From an optimization exercise on the open Yosys and OpenROAD flow, aimed at small area, a short achievable clock period and few clock cycles; shortcuts taken in it are not production practice. The RTL was checked by simulation tests, not by an equivalence proof against the original design. No activity file was given, so power comes from the tool's default toggle rates.

`config.mk`:
```
export PLATFORM = sky130hd
export DESIGN_NAME = doglink
export DESIGN_NICKNAME = doglink
export VERILOG_FILES = /design/flow/design.v
export SDC_FILE = /design/flow/constraint.sdc
export NUM_CORES = 4
export LEC_CHECK = 0
export CAP_MARGIN = 20
export CORE_MARGIN = 2
export CORE_UTILIZATION = 40
export CTS_CLUSTER_DIAMETER = 200
export CTS_CLUSTER_SIZE = 20
export SETUP_SLACK_MARGIN = 2.8
export SLEW_MARGIN = 20
export TNS_END_PERCENT = 30
```
`constraint.sdc`:
```
create_clock -name core_clock -period 5.0 [get_ports {clk}]
set_input_delay 1.0000 -clock core_clock [delete_from_list [all_inputs] [get_ports {clk}]]
set_output_delay 1.0000 -clock core_clock [all_outputs]
set_load 0.01 [all_outputs]
```
`design.v`:
```
module doglink (
    input  wire        clk,
    input  wire        rst,
    input  wire [31:0] ev_word,
    input  wire        ev_valid,
    output wire        ev_ready,
    output wire        out_valid,
    input  wire        out_ready,
    output wire [2:0]  out_kind,
    output wire [31:0] out_data
);
    localparam [2:0] K_FRAME   = 3'd1;
    localparam [2:0] K_FBYTE   = 3'd2;
    localparam [2:0] K_TXBYTE  = 3'd3;
    localparam [2:0] K_TXDONE  = 3'd4;
    localparam [2:0] K_TXABORT = 3'd5;
    localparam [2:0] K_RESULT  = 3'd6;
    localparam [1:0] WFS = 2'd0;
    localparam [1:0] WLH = 2'd1;
    localparam [1:0] WLL = 2'd2;
    localparam [1:0] RCV = 2'd3;
    wire [7:0]  op = ev_word[31:24];
    wire [15:0] A  = ev_word[23:8];
    wire [7:0]  D  = ev_word[7:0];
    wire az  = (A == 16'd0);
    wire azd = az && (D == 8'd0);
    wire i_rxb    = (op == 8'h01) && az;
    wire i_txack  = (op == 8'h02) && azd;
    wire i_tick   = (op == 8'h03) && azd;
    wire i_txld   = (op == 8'h10);
    wire i_txgo   = (op == 8'h11) && (D == 8'd0);
    wire i_keywr  = (op == 8'h20);
    wire i_cxor   = (op == 8'h21) && az;
    wire i_crst   = (op == 8'h22) && azd;
    wire i_ckclr  = (op == 8'h30) && azd;
    wire i_ckadd  = (op == 8'h31) && az;
    wire i_ckrd   = (op == 8'h32) && azd;
    wire i_ckchk  = (op == 8'h33) && az;
    wire i_stat   = (op == 8'h40) && azd;
    wire i_clrerr = (op == 8'h41) && azd;
    wire i_nop    = (op == 8'h00) && azd;
    wire i_ill    = !(i_rxb || i_txack || i_tick || i_txld || i_txgo || i_keywr ||
                      i_cxor || i_crst || i_ckclr || i_ckadd || i_ckrd ||
                      i_ckchk || i_stat || i_clrerr || i_nop);
    wire i_rng = i_keywr ? (A[15:5] != 11'd0) :
                 i_txgo  ? (az || A[15:7] != 9'd0 || (A[6] && A[5:0] != 6'd0)) :
                           (A[15:6] != 10'd0);
    wire i_arec = i_txgo || i_cxor || i_ckrd || i_ckchk || i_stat;
    wire i_trec = i_txack || i_tick;
    localparam EC = 2 + 15 + 1 + 7 + 8;
    wire [EC-1:0] in_ev = {i_arec, i_trec,
                           i_rxb, i_txack, i_tick, i_txld, i_txgo, i_keywr,
                           i_cxor, i_crst, i_ckclr, i_ckadd, i_ckrd, i_ckchk,
                           i_stat, i_clrerr, i_ill, i_rng, A[6:0], D};
    localparam EW = 8 + 3 + EC;
    reg           ew_v, sk_v;
    reg  [EW-1:0] ew;
    reg  [EC-1:0] sk;
    wire          fire;
    integer       i;
    reg           rdy;        
    assign ev_ready = rdy;
    wire take    = ev_valid && !sk_v && !rst;
    wire ew_free = !ew_v || fire;
    wire [EC-1:0] ew_src = sk_v ? sk : in_ev;
    wire [7:0]    src_d  = ew_src[7:0];
    always @(posedge clk) begin
        if (rst) begin
            ew_v <= 1'b0;
            sk_v <= 1'b0;
        end else if (ew_free) begin
            ew_v <= sk_v || take;
            sk_v <= 1'b0;
        end else if (take) begin
            sk_v <= 1'b1;
        end
        rdy <= rst || ew_free || (rdy && !take);
    end
    always @(posedge clk) begin
        if (ew_free)
            ew <= {~src_d, (src_d == 8'h7E), (src_d == 8'd0), (src_d <= 8'd64), ew_src};
        if (!ew_free && !sk_v)
            sk <= in_ev;
    end
    wire is_rxb    = ew_v && ew[30];
    wire is_txack  = ew_v && ew[29];
    wire is_tick   = ew_v && ew[28];
    wire is_txld   = ew_v && ew[27];
    wire is_txgo   = ew_v && ew[26];
    wire is_keywr  = ew_v && ew[25];
    wire is_cxor   = ew_v && ew[24];
    wire is_crst   = ew_v && ew[23];
    wire is_ckclr  = ew_v && ew[22];
    wire is_ckadd  = ew_v && ew[21];
    wire is_ckrd   = ew_v && ew[20];
    wire is_ckchk  = ew_v && ew[19];
    wire is_stat   = ew_v && ew[18];
    wire is_clrerr = ew_v && ew[17];
    wire is_ill    = ew_v && ew[16];
    wire e_rng     = ew[15];
    wire [6:0] e_a = ew[14:8];
    wire [7:0] e_d = ew[7:0];         
    wire [7:0] e_ndl = ew[43:36];     
    wire [7:0] e_dl  = ~e_ndl;
    wire e_d7e   = ew[35];
    wire e_dz    = ew[34];
    wire e_dle64 = ew[33];
    wire e_arec  = ew_v && ew[32];
    wire e_trec  = ew_v && ew[31];
    reg  [1:0]  rx_phase;
    reg  [15:0] rx_rem;        
    reg         rx_rem_zero;
    reg  [6:0]  rx_len;        
    reg         rx_le64;
    reg  [7:0]  rx_sum;
    reg  [6:0]  rx_idx;        
    reg  [1:0]  rx_wdt;
    reg  [7:0]  rx_buf [0:63];
    reg         tx_phase;
    reg  [6:0]  tx_idx;
    reg  [6:0]  tx_len;
    reg  [1:0]  tx_wdt;
    reg  [1:0]  tx_res;
    reg  [7:0]  tx_buf [0:63];
    reg  [7:0]  key [0:31];
    reg  [4:0]  kidx;
    reg  [7:0]  ck_sum;
    reg         herr;
    reg  [2:0]  hcause;
    reg         dr_act;
    reg  [5:0]  dr_ptr;
    reg  [5:0]  dr_last;
    reg         dr_conf;       
    reg         r_v, h_v, s_v;
    reg  [19:0] r;             
    reg  [31:0] r_part;        
    reg  [18:0] h, s, ho;      
    wire q_full  = r_v && h_v && s_v;
    wire deliver = h_v && out_ready;
    wire h_load  = !h_v || out_ready;
    wire r_hold  = q_full && !out_ready;      
    wire r_in    = r_v && !r_hold;            
    reg  rx_ckb, rx_wok;
    wire rx_body = (rx_phase == RCV) && !rx_rem_zero;
    wire ck_ok   = (e_ndl == rx_sum) && rx_le64;    
    wire rec_poss = (is_rxb && rx_ckb) || (e_trec && tx_phase) || e_arec;
    wire blocked  = (rec_poss && (dr_act || q_full)) || (is_rxb && rx_wok && dr_conf);
    assign fire   = ew_v && !blocked;
    wire txgo_ok  = !tx_phase && !e_rng;
    wire tx_more  = (tx_idx != tx_len);
    wire s_hdr   = is_rxb && rx_ckb && ck_ok;
    wire s_txb   = is_txack && tx_phase && tx_more;
    wire s_txd   = is_txack && tx_phase && !tx_more;
    wire s_abort = is_tick && tx_phase && (tx_wdt == 2'd1);
    wire s_txgo  = is_txgo && txgo_ok;
    wire x_rec   = s_hdr || s_txb || s_txd || s_abort || s_txgo ||
                   is_cxor || is_ckrd || is_ckchk || is_stat;
    wire u_rx  = dr_act;
    wire u_tx  = !dr_act && is_txack;
    wire u_key = !dr_act && is_cxor;
    wire use_rd = dr_act || s_txb || is_cxor;
    reg  [7:0] dr_hi, dr_lo, tx_hi, tx_lo, k_lo;
    reg  [3:0] k_hi;
    wire [7:0] rx_hs = {8{u_rx}} & dr_hi;
    wire [7:0] tx_hs = {8{u_tx}} & tx_hi;
    wire [3:0] k_hs  = {4{u_key}} & k_hi;
    wire drain_start = fire && is_rxb && rx_ckb && ck_ok && rx_len != 7'd0;
    always @(posedge clk) begin
        if (rst) begin
            dr_hi <= 8'd1;
            dr_lo <= 8'd1;
            tx_hi <= 8'd1;
            tx_lo <= 8'd1;
            k_hi  <= 4'd1;
            k_lo  <= 8'd1;
        end else begin
            if (drain_start) begin
                dr_hi <= 8'd1;
                dr_lo <= 8'd1;
            end else if (d_issue) begin
                dr_lo <= {dr_lo[6:0], dr_lo[7]};
                if (dr_lo[7]) dr_hi <= {dr_hi[6:0], dr_hi[7]};
            end
            if (fire && is_txgo && txgo_ok) begin
                tx_hi <= 8'd1;
                tx_lo <= 8'd2;
            end else if (fire && is_txack && tx_phase && tx_more) begin
                tx_lo <= {tx_lo[6:0], tx_lo[7]};
                if (tx_lo[7]) tx_hi <= {tx_hi[6:0], tx_hi[7]};
            end
            if (is_crst) begin
                k_hi <= 4'd1;
                k_lo <= 8'd1;
            end else if (fire && is_cxor) begin
                k_lo <= {k_lo[6:0], k_lo[7]};
                if (k_lo[7]) k_hi <= {k_hi[2:0], k_hi[3]};
            end
        end
    end
    reg  [7:0] part [0:3];
    integer g;
    always @(*) begin
        for (g = 0; g < 4; g = g + 1) begin
            part[g] = 8'd0;
            for (i = 0; i < 16; i = i + 1) begin
                part[g] = part[g] | ({8{rx_hs[(16*g+i)/8] && dr_lo[(16*g+i)%8]}} & rx_buf[16*g+i]);
                part[g] = part[g] | ({8{tx_hs[(16*g+i)/8] && tx_lo[(16*g+i)%8]}} & tx_buf[16*g+i]);
            end
            for (i = 0; i < 8; i = i + 1)
                part[g] = part[g] | ({8{k_hs[(8*g+i)/8] && k_lo[(8*g+i)%8]}} & key[8*g+i]);
        end
    end
    wire [15:0] stat_w = {hcause, kidx, herr, 2'd0, tx_res, tx_phase, rx_phase};
    wire [2:0] x_kind = ({3{s_hdr}}   & K_FRAME)  |
                        ({3{s_txb | s_txgo}} & K_TXBYTE) |
                        ({3{s_txd}}   & K_TXDONE) |
                        ({3{s_abort}} & K_TXABORT) |
                        ({3{is_cxor | is_ckrd | is_ckchk | is_stat}} & K_RESULT);
    wire [15:0] x_data = ({16{s_hdr}}   & {9'd0, rx_len}) |
                         ({16{s_txgo}}  & {8'd0, tx_buf[0]}) |
                         ({16{is_cxor}} & {8'd0, e_dl}) |
                         ({16{is_ckrd}} & {8'd0, ~ck_sum}) |
                         ({16{is_ckchk}} & {15'd0, (e_ndl == ck_sum)}) |
                         ({16{is_stat}} & stat_w);
    wire        d_issue = dr_act && !q_full;
    wire        issue   = d_issue || (fire && x_rec);
    wire [19:0] n_rec   = dr_act ? {1'b1, K_FBYTE, 16'd0}
                                 : {use_rd, x_kind, x_data};
    wire [31:0] n_part  = {part[3], part[2], part[1], part[0]};
    wire [7:0]  r_rd = r[19] ? (r_part[7:0] | r_part[15:8] | r_part[23:16] | r_part[31:24])
                             : 8'd0;
    wire [18:0] h_new = {r[18:8], r[7:0] ^ r_rd};
    wire [18:0] q_new = s_v ? s : h_new;
    always @(posedge clk) begin
        if (rst) begin
            r_v <= 1'b0;
            s_v <= 1'b0;
        end else begin
            if (!r_hold) r_v <= issue;
            if (h_load) s_v <= s_v && r_in;
            else if (r_in) s_v <= 1'b1;
        end
        h_v <= !rst && (s_v || r_v || (h_v && !out_ready));
        if (h_load) h <= ~q_new;
        ho  <= h_load ? q_new : ~h;
        if (r_in) s <= h_new;
        if (!r_hold) begin
            r      <= n_rec;
            r_part <= n_part;
        end
    end
    assign out_valid = h_v;
    assign out_kind  = ho[18:16];
    assign out_data  = {13'd0, ho[15:13], 3'd0, ho[12:0]};
    wire err_raise = is_ill ||
                     (is_txld && (tx_phase || e_rng)) ||
                     (is_txgo && (tx_phase || e_rng)) ||
                     (is_keywr && e_rng);
    wire [2:0] err_code = is_txld  ? (tx_phase ? 3'd2 : 3'd3) :
                          is_txgo  ? (tx_phase ? 3'd4 : 3'd5) :
                          is_keywr ? 3'd6 : 3'd1;
    wire rx_we = is_rxb && rx_wok && !dr_conf;
    reg  [7:0] ri_hi, ri_lo;
    wire [7:0] ri_hs = {8{rx_we}} & ri_hi;
    always @(posedge clk) begin
        if (rst) begin
            ri_hi <= 8'd1;
            ri_lo <= 8'd1;
        end else if (fire && is_rxb && rx_phase == WLL) begin
            ri_hi <= 8'd1;
            ri_lo <= 8'd1;
        end else if (fire && is_rxb && rx_wok) begin
            ri_lo <= {ri_lo[6:0], ri_lo[7]};
            if (ri_lo[7]) ri_hi <= {ri_hi[6:0], ri_hi[7]};
        end
    end
    always @(posedge clk) begin
        for (i = 0; i < 64; i = i + 1)
            if (ri_hs[i/8] && ri_lo[i%8])
                rx_buf[i] <= e_d;
    end
    wire [7:0] bw_d  = rst ? 8'd0 : e_d;
    wire tx_we  = is_txld && !tx_phase && !e_rng;
    wire key_we = is_keywr && !e_rng;
    always @(posedge clk) begin
        for (i = 0; i < 64; i = i + 1)
            if (rst || (tx_we && e_a[5:0] == i))
                tx_buf[i] <= bw_d;
        for (i = 0; i < 32; i = i + 1)
            if (rst || (key_we && e_a[4:0] == i))
                key[i] <= bw_d;
    end
    always @(posedge clk) begin
        if (rst) begin
            rx_phase    <= WFS;
            rx_rem      <= 16'd0;
            rx_rem_zero <= 1'b1;
            rx_ckb      <= 1'b0;
            rx_wok      <= 1'b0;
            rx_len      <= 7'd0;
            rx_le64     <= 1'b1;
            rx_sum      <= 8'd0;
            rx_idx      <= 7'd0;
            rx_wdt      <= 2'd0;
            tx_phase    <= 1'b0;
            tx_idx      <= 7'd0;
            tx_len      <= 7'd0;
            tx_wdt      <= 2'd0;
            tx_res      <= 2'd0;
            kidx        <= 5'd0;
            ck_sum      <= 8'd0;
            herr        <= 1'b0;
            hcause      <= 3'd0;
            dr_act      <= 1'b0;
            dr_ptr      <= 6'd0;
            dr_last     <= 6'd0;
            dr_conf     <= 1'b0;
        end else begin
            dr_conf <= dr_act && ({1'b0, rx_idx[5:0]} + 7'd1 >= {1'b0, dr_ptr});
            if (is_ckclr) ck_sum <= 8'd0;
            if (is_ckadd) ck_sum <= ck_sum + e_dl;
            if (is_crst)  kidx <= 5'd0;
            if (d_issue) begin
                dr_ptr <= dr_ptr + 6'd1;
                if (dr_ptr == dr_last)
                    dr_act <= 1'b0;
            end
            if (fire) begin
                if (err_raise) begin
                    if (!herr) hcause <= err_code;
                    herr <= 1'b1;
                end else if (is_clrerr) begin
                    herr   <= 1'b0;
                    hcause <= 3'd0;
                end
                if (is_rxb) begin
                    case (rx_phase)
                        WFS: begin
                            if (e_d7e) begin
                                rx_phase <= WLH;
                                rx_wdt   <= 2'd3;
                            end
                        end
                        WLH: begin
                            rx_rem[15:8] <= e_dl;
                            rx_phase     <= WLL;
                            rx_wdt       <= 2'd3;
                        end
                        WLL: begin
                            rx_rem[7:0] <= e_dl;
                            rx_rem_zero <= (rx_rem[15:8] == 8'd0) && e_dz;
                            rx_ckb      <= (rx_rem[15:8] == 8'd0) && e_dz;
                            rx_wok      <= !((rx_rem[15:8] == 8'd0) && e_dz);
                            rx_le64     <= (rx_rem[15:8] == 8'd0) && e_dle64;
                            rx_len      <= e_dl[6:0];
                            rx_sum      <= 8'd0;
                            rx_idx      <= 7'd0;
                            rx_phase    <= RCV;
                            rx_wdt      <= 2'd3;
                        end
                        RCV: begin
                            if (!rx_rem_zero) begin
                                if (!rx_idx[6]) rx_idx <= rx_idx + 7'd1;
                                rx_sum      <= rx_sum + e_dl;
                                rx_rem      <= rx_rem - 16'd1;
                                rx_rem_zero <= (rx_rem == 16'd1);
                                rx_ckb      <= (rx_rem == 16'd1);
                                rx_wok      <= (rx_rem != 16'd1) && !rx_idx[6] &&
                                               (rx_idx[5:0] != 6'd63);
                                rx_wdt      <= 2'd3;
                            end else begin
                                rx_phase <= WFS;
                                rx_wdt   <= 2'd0;
                                rx_ckb   <= 1'b0;
                                if (ck_ok && rx_len != 7'd0) begin
                                    dr_act  <= 1'b1;
                                    dr_ptr  <= 6'd0;
                                    dr_last <= rx_len[5:0] - 6'd1;
                                end
                            end
                        end
                    endcase
                end
                if (is_tick) begin
                    if (rx_phase != WFS) begin
                        rx_wdt <= rx_wdt - 2'd1;
                        if (rx_wdt == 2'd1) begin
                            rx_phase <= WFS;
                            rx_ckb   <= 1'b0;
                            rx_wok   <= 1'b0;
                        end
                    end
                    if (tx_phase) begin
                        tx_wdt <= tx_wdt - 2'd1;
                        if (tx_wdt == 2'd1) begin
                            tx_phase <= 1'b0;
                            tx_res   <= 2'd2;
                        end
                    end
                end
                if (is_txack && tx_phase) begin
                    if (tx_more) begin
                        tx_idx <= tx_idx + 7'd1;
                        tx_wdt <= 2'd2;
                    end else begin
                        tx_phase <= 1'b0;
                        tx_res   <= 2'd1;
                        tx_wdt   <= 2'd0;
                    end
                end
                if (is_txgo && txgo_ok) begin
                    tx_len   <= e_a;
                    tx_idx   <= 7'd1;
                    tx_res   <= 2'd0;
                    tx_phase <= 1'b1;
                    tx_wdt   <= 2'd2;
                end
                if (is_cxor)  kidx <= kidx + 5'd1;
            end
        end
    end
endmodule
```
`flow/run.sh`:
```
#!/bin/bash
# The standard layout (bash standard.sh, unchanged synthesis and steps), with
# one change: the port buffers that global placement inserts on every input
# and output are plain buffers (buf_4) rather than the tool's default pick.
set -euo pipefail
export BUFFER_PORTS_ARGS="-buffer_cell sky130_fd_sc_hd__buf_4"
bash standard.sh > standard.log 2>&1
```
`standard.sh`:
```
#!/bin/bash
# synth_recipe.tcl (not shown) runs the flow's synth.tcl, then flattens the netlist and writes it again
# the make line also repeats each setting of config.mk as NAME=value (left out here)
make -C /OpenROAD-flow-scripts/flow DESIGN_CONFIG=/design/flow/config.mk WORK_HOME=/design/flow/orfs CLKGATE_MAP_FILE= SYNTH_SCRIPT=/design/flow/synth_recipe.tcl "${@:-finish}"
```
==> results.json <==
{
  "grt_max_degree": 97,
  "synthAdderAreaFrac_pct": 0.736,
  "drive_above_1_share_pct": 20.8,
  "crit_family": "compound AO/OA/AOI/OAI gates",
  "worstPathCellList": "o41ai_1, buf_4, xnor2_1, mux2i_1",
  "drcViolationCount": 0,
  "ctsLongestPathBuffers": 3,
  "routed-via-count": 41865,
  "worstSkewPairLatency_ps": 740,
  "synth.distinct_cells": 97,
  "synthMuxAreaShare_pct": 1.64,
  "io_buffer_count": 56,
  "fin_util_pct": 47.0,
  "cp-end-kind": "flop",
  "synth_edf_count": 1447,
  "worstPathRequired_ps": 5450,
  "fmax_ghz": 0.388,
  "cts_num_sinks": 1628,
  "p_per_area_mw_per_mm2": 325,
  "min-delay-start": "h[4]",
  "routed_wl_um": 212000,
  "yosysWarnings": 5,
  "yosys.area_share.simple_pct": 8.00,
  "detail-route-antenna-nets": 0,
  "dieHeight_um": 402,
  "ys_ff_latch": 1628,
  "crit_fanout": 2,
  "drv_slew": 0,
  "numCtsBuffers": 91,
  "synth.top_cell.area_share_pct": 68.7,
  "synth_xor_area_share_pct": 0.692,
  "tightestPinTransition_ps": 1140,
  "dr_wl_met3_um": 25700,
  "syn_to_final_growth_pct": 16.4,
  "finalCriticalPeriod_ps": 2580,
  "h-tree-depth": 3,
  "grt_pass1_vias": 39413,
  "synth-compound-area-share_pct": 12.5,
  "yosysSeqAreaShare_pct": 74.4,
  "syn-cell-area_mm2": 0.0633,
  "highest_layer": "met5",
  "root_buffer": "clkbuf_16",
  "grt_pass1_wl_um": 296000,
  "cellLeakagePower_nw": 24.4,
  "slew-limit-headroom_pct": 22.8,
  "dp_hpwl_um": 132000,
  "startpoint": "r_part[13]",
  "finalCritPeriodShare_pct": 51.6,
  "worstPathArrival_ps": 3030,
  "cts_tree": "yes",
  "status": "timing/DRC/antenna clean",
  "wl_met2_um": 95300,
  "start_util_pct": 40.4,
  "instances_no_fill": 6572,
  "antenna_found_initial": 7,
  "r2r-start": "r_part[13]",
  "finalClockSkew_ps": 36.8,
  "hold_class": "flop to flop",
  "postCtsHoldBufs": 0,
  "core.rowCount": 145,
  "setup_viol": 0,
  "vias_per_cell": 6.37,
  "synthArstFlopShare_pct": 0,
  "coreArea_mm2": 0.157,
  "vdd_ir_drop_max_mv": 0.269,
  "placed_cells": 6212,
  "netlist_instances": 4214,
  "synth.avg_cell_area_um2": 15.0,
  "dieArea_mm2": 0.161,
  "wl_per_cell_um": 32.3,
  "clkTransAtPathRegs_ps": 90,
  "synth_top_family_by_area": "compound AO/OA/AOI/OAI gates",
  "routabilityCongestion": 1.01,
  "maxCapViolations": 0,
  "hold_violations": 0,
  "fin_setup_tns_ps": 0,
  "wirelength_met1_um": 79000,
  "ios": 73,
  "grt_usage_pct": 25.5,
  "cp_slowest_stage_delay_ps": 1070,
  "drt_iter0_drc": 6474,
  "critPathSlowestCell": "o41ai_1",
  "synthTopCellsByArea": "edfxtp_1 (69%), dfxtp_1 (5.7%), a22oi_1 (4.0%), nand2_1 (1.9%), a21oi_1 (1.4%)",
  "path_buf_inv": 1,
  "synth_top_flop_cell": "edfxtp_1",
  "fin_nets": 4532,
  "yosysTopAreaCell": "edfxtp_1",
  "drtPass1Iterations": 9,
  "path_class": "flop to flop",
  "critPathLaunchType": "flop",
  "fp.dieW_um": 402,
  "overflow": 0,
  "rsz0062_at_grt": "yes"
}
## worst reg2reg max path, stage by stage (launching register included)
cell and delay [ps]:
edfxtp_1 540, o41ai_1 1080, buf_4 250, xnor2_1 240, mux2i_1 180
## stage by stage
step	instance area [um^2]	total power [mW]	hold WS (ps)	worst slack [ps]
floorplan	63500	15.9	404	2180
global placement	66400	16.3	420	1490
detailed placement	66400	16.3	409	1480
CTS	72500	23.9	421	2370
global route	73600	24.5	411	2470
finish	73600	23.9	419	2420
## cells in the mapped netlist (all sizes together) (37+ instances only)
cell type / n
and3: 103
nor3: 49
nand4: 65
a221oi: 63
a22o: 60
a22oi: 338
buf: 77
a21oi: 173
nand3: 101
nand2: 316
dfxtp: 181
mux2i: 72
a222oi: 72
edfxtp: 1447
and2: 38
clkbuf: 174
inv: 51
a31oi: 49
nor2: 196
o21ai: 99
xnor2: 37
## per-layer routing
layer | track usage (%) | vias to the layer above
met3 | 6.01 | 503
li1 | - | 17334
met1 | 34.2 | 21151
met5 | 0 | -
met4 | 12.2 | 8
met2 | 39.1 | 2869
## cell type report
type                            count  area [um^2]
Fill cell                       13298        82900
Sequential cell                  1628        47100
Multi-Input combinational cell   2311        17200
Timing Repair Buffer              375         3870
Tap cell                         2058         2570
Clock buffer                      136         2470
Inverter                           52          214
Clock inverter                      7          128
Antenna cell                        4         10.0
Timing Repair inverter              1         6.26
## report_power, final
part	total (mW)	switching [mW]	internal [mW]	leakage (nW)
logic	0.720	0.552	0.168	7.49
clock network	7.84	4.38	3.46	1.24
registers	15.3	0.155	15.2	15.7
total	23.9	5.09	18.8	24.4
## state kept, by name, indices dropped and copies added, names as in the netlist, 16 cells and up
register	count
ew	44
s	19
r_part	32
sk	33
tx_buf	512
rx_buf	512
rx_rem	16
ho	19
h	19
key	256
r	20
## placed cells by master (no fill, tap or decap), drive strengths merged, types with 63 or more instances in the layout
master / netlist / layout
dfxtp: 181 / 181
a22oi: 338 / 338
a221oi: 63 / 63
nand4: 65 / 65
buf: 77 / 364
nand2: 316 / 316
o21ai: 99 / 99
a222oi: 72 / 72
clkbuf: 174 / 136
nor2: 196 / 199
nand3: 101 / 103
and3: 103 / 103
a21oi: 173 / 173
mux2i: 72 / 72
edfxtp: 1447 / 1447
## logic make-up after synthesis
kind of cell / after synthesis
AND/OR/NAND/NOR: 1011
multiplexers: 100
AO/OA/AOI/OAI: 1085
flip-flops: 1628
adder cells (fa/ha/maj): 36
XOR/XNOR: 50
buffers and inverters: 303
other: 1
## what timing repair did
action | CTS | global route
pin swaps | 92 | 49
endpoints found under the setup margin | 2123 | 2026
buffers inserted | 127 | 60
gates cloned | 22 | 4
resized for setup | 501 | 124
## worst paths after layout
path | endpoint | slack (ps) | cells after the start
worst max-delay path | h[5] | 2420 | 4
worst min-delay path | ho[4] | 420 | 1
worst max register to register | h[5] | 2420 | 4
worst min register to register | ho[4] | 420 | 1
Testbench counts, summed over its fixed seeds: cycles 33,630.

[re-timing with driven ports]
The results above use ideal ports. As a check the final layout listed here was re-extracted and re-timed, cells and wires unchanged. Step 1 sets driving cells, clkbuf_16 on the clock port and buf_2 on the other inputs (assumed; they add their load-dependent delay and slew). Step 2 adds t to the input delays and takes it off the output delays; t is the mean of the earliest and latest rising clock arrival at the registers after step 1. Input paths then give back, and output paths get back, about the clock's delay inside the block. a / b / c = ideal ports / drivers / drivers and shift; a / b = the first two.
t (ns): 0.803
slack for setup (ns): 2.421 / 2.421 / 1.860
hold slack, ns: 0.419 / 0.412 / 0.419
clock arrival spread, ns: 0.038 / 0.039
After both steps this run still meets setup and hold. The setup slack of this run moves by 0.000 ns with the drivers and by -0.561 ns with both steps.
